What follows belongs to an exercise in optimizing a design on an open flow for small area; a production flow would make more cautious choices. Function was checked by simulation only, so behaviour that the tests miss may differ from the original.

## elo_frame_decoder
module elo_frame_decoder (
    input  wire        clk,
    input  wire        rst,                 
    input  wire        cfg_edge_triggered,  
    input  wire        in_valid,
    input  wire [7:0]  in_data,
    output wire        evt_valid,
    output wire        evt_touch,
    output wire [15:0] evt_x,
    output wire [15:0] evt_y,
    output wire [15:0] evt_z,
    output wire [7:0]  evt_status,
    output wire [1:0]  diag_kind,
    output wire [7:0]  diag_expected,
    output wire [7:0]  diag_received
);
==> flow/config.mk <==
export PLATFORM = sky130hd
export DESIGN_NAME = elo_frame_decoder
export DESIGN_NICKNAME = elo_frame_decoder
export VERILOG_FILES = /design/flow/design.v
export SDC_FILE = /design/flow/constraint.sdc
export NUM_CORES = 4
export LEC_CHECK = 0
export CAP_MARGIN = 20
export CORE_MARGIN = 2
export CORE_UTILIZATION = 40
export PLACE_DENSITY = 0.6
export SLEW_MARGIN = 20
==> flow/constraint.sdc <==
create_clock -name core_clock -period 10.0 [get_ports {clk}]
set_input_delay 2.0000 -clock core_clock [delete_from_list [all_inputs] [get_ports {clk}]]
set_output_delay 2.0000 -clock core_clock [all_outputs]
set_load 0.01 [all_outputs]
standard.sh (not shown) runs the stock make flow with config.mk's settings and CLKGATE_MAP_FILE= SYNTH_SCRIPT=/design/flow/synth_recipe.tcl, a recipe that flattens the netlist after the stock synthesis.
==> flow/flow/run.sh <==
#!/bin/bash
# Own layout flow: the standard synthesis, its combinational logic re-mapped
# for area (flip-flops untouched), then the standard ORFS layout with the
# port buffers made of the smallest buffer cell.
set -euo pipefail
W=$PWD
R=$W/orfs/results/$FLOW_PLATFORM/elo_frame_decoder/base
YOSYS=$FLOW_HOME/../tools/install/yosys/bin/yosys

bash standard.sh synth > $W/log_1_std_synth.log 2>&1
cp $R/1_2_yosys.v $W/std_1_2_yosys.v

LIBERTY=$FLOW_HOME/platforms/$FLOW_PLATFORM/lib/sky130_fd_sc_hd__tt_025C_1v80.lib \
NETLIST_IN=$W/std_1_2_yosys.v NETLIST_OUT=$W/resynth.v TOP=$FLOW_TOP \
ABC_SCRIPT=$W/flow/area.abc \
  $YOSYS -c $W/flow/resynth.tcl > $W/log_2_resynth.log 2>&1

cp $W/resynth.v $R/1_2_yosys.v
rm -f $R/1_synth.odb $R/1_synth.sdc
bash standard.sh synth > $W/log_3_synth_odb.log 2>&1
# extra make settings for the layout, one per line
mapfile -t EXTRA < <(grep -v '^#' $W/flow/layout.args | sed '/^$/d')
bash standard.sh "${EXTRA[@]}" finish > $W/log_4_finish.log 2>&1
==> flow/flow/area.abc <==
strash
dch
map -a
topo
==> flow/flow/layout.args <==
# port buffers of the smallest buffer cell
BUFFER_PORTS_ARGS=-buffer_cell sky130_fd_sc_hd__buf_1
# clock tree: no dummy loads, small buffers
CTS_ARGS=-sink_clustering_enable -repair_clock_nets -dont_use_dummy_load -buf_list sky130_fd_sc_hd__clkbuf_4
==> flow/flow/resynth.tcl <==
# Re-map the combinational logic of the standard synthesis netlist for area.
# Every flip-flop instance keeps its name and its cell; only the logic between
# them is re-mapped (ABC, area-oriented script), with the platform's
# don't-use cells excluded.
set lib $::env(LIBERTY)
set fh [open $lib r]
set dont_use {}
foreach line [split [read $fh] "\n"] {
  if { [regexp {^\s*cell\s*\(\s*"?(sky130_fd_sc_hd__\w+)"?\s*\)} $line -> c] } {
    if { [regexp {lpflow|probe} $c] } { lappend dont_use -dont_use $c }
  }
}
close $fh
yosys read_liberty -ignore_miss_func $lib
yosys read_verilog -defer $::env(NETLIST_IN)
yosys hierarchy -top $::env(TOP)
# sequential cells and tie cells stay as they are
foreach m {dfxtp_1 dfxtp_2 dfxtp_4 edfxtp_1 dfrtp_1 dfstp_1 sdfxtp_1 conb_1} {
  yosys blackbox sky130_fd_sc_hd__$m
}
yosys flatten
yosys opt_clean
yosys abc -liberty $lib {*}$dont_use -script $::env(ABC_SCRIPT)
yosys opt_clean
yosys hilomap -singleton -hicell sky130_fd_sc_hd__conb_1 HI -locell sky130_fd_sc_hd__conb_1 LO
yosys splitnets
yosys opt_clean
yosys rename -hide w:*.*
yosys opt_clean
yosys stat -liberty $lib
yosys write_verilog -noattr -noexpr -nohex -nodec $::env(NETLIST_OUT)
The first run passed the timing, design-rule and antenna checks.
Edit:
==> flow/run.sh (new file) <==
#!/bin/bash
# synth_recipe.tcl (not shown) runs the flow's synth.tcl, then flattens the netlist and writes it again
# the make line also repeats each setting of config.mk as NAME=value (left out here)
make -C /OpenROAD-flow-scripts/flow DESIGN_CONFIG=/design/flow/config.mk WORK_HOME=/design/flow/orfs CLKGATE_MAP_FILE= SYNTH_SCRIPT=/design/flow/synth_recipe.tcl finish
removed: flow/flow/run.sh
removed: flow/flow/area.abc
removed: flow/flow/layout.args
removed: flow/flow/resynth.tcl
removed: flow/standard.sh
Worst setup slack gets better by 7.1 ps.
Design area increases by 28%.
Fmax hardly moves.
Die area increases by 12%.

==> static timing again, ports no longer ideal <==
In the flow no input, the clock included, has a driving cell. The finished layouts below were timed again as built, in two steps. Step 1 (the two cells are an assumption about what drives the block):
set clk [get_ports {clk}]
set_driving_cell -lib_cell sky130_fd_sc_hd__clkbuf_16 $clk
set_driving_cell -lib_cell sky130_fd_sc_hd__buf_2 [delete_from_list [all_inputs] $clk]
Step 2 moves the port delays by t, midway between the first and last clock arrival at a register: inputs arrive t later, outputs are due t later. That takes back most of the time a late clock gives input paths. a / b / c = ideal ports / drivers / drivers and shift; a / b = the first two.
run	t (ns)	setup slack, ns	hold slack, ns	clock arrival spread, ns
the first run	0.408	2.977 / 2.956 / 2.956	0.434 / 0.434 / 0.434	0.034 / 0.034
the second run	0.363	2.985 / 2.960 / 2.960	0.453 / 0.453 / 0.453	0.011 / 0.011
After both steps every run listed still meets setup and hold. The setup slack of the second run, which loses most, moves by -0.025 ns with the drivers and by -0.025 ns with both steps.
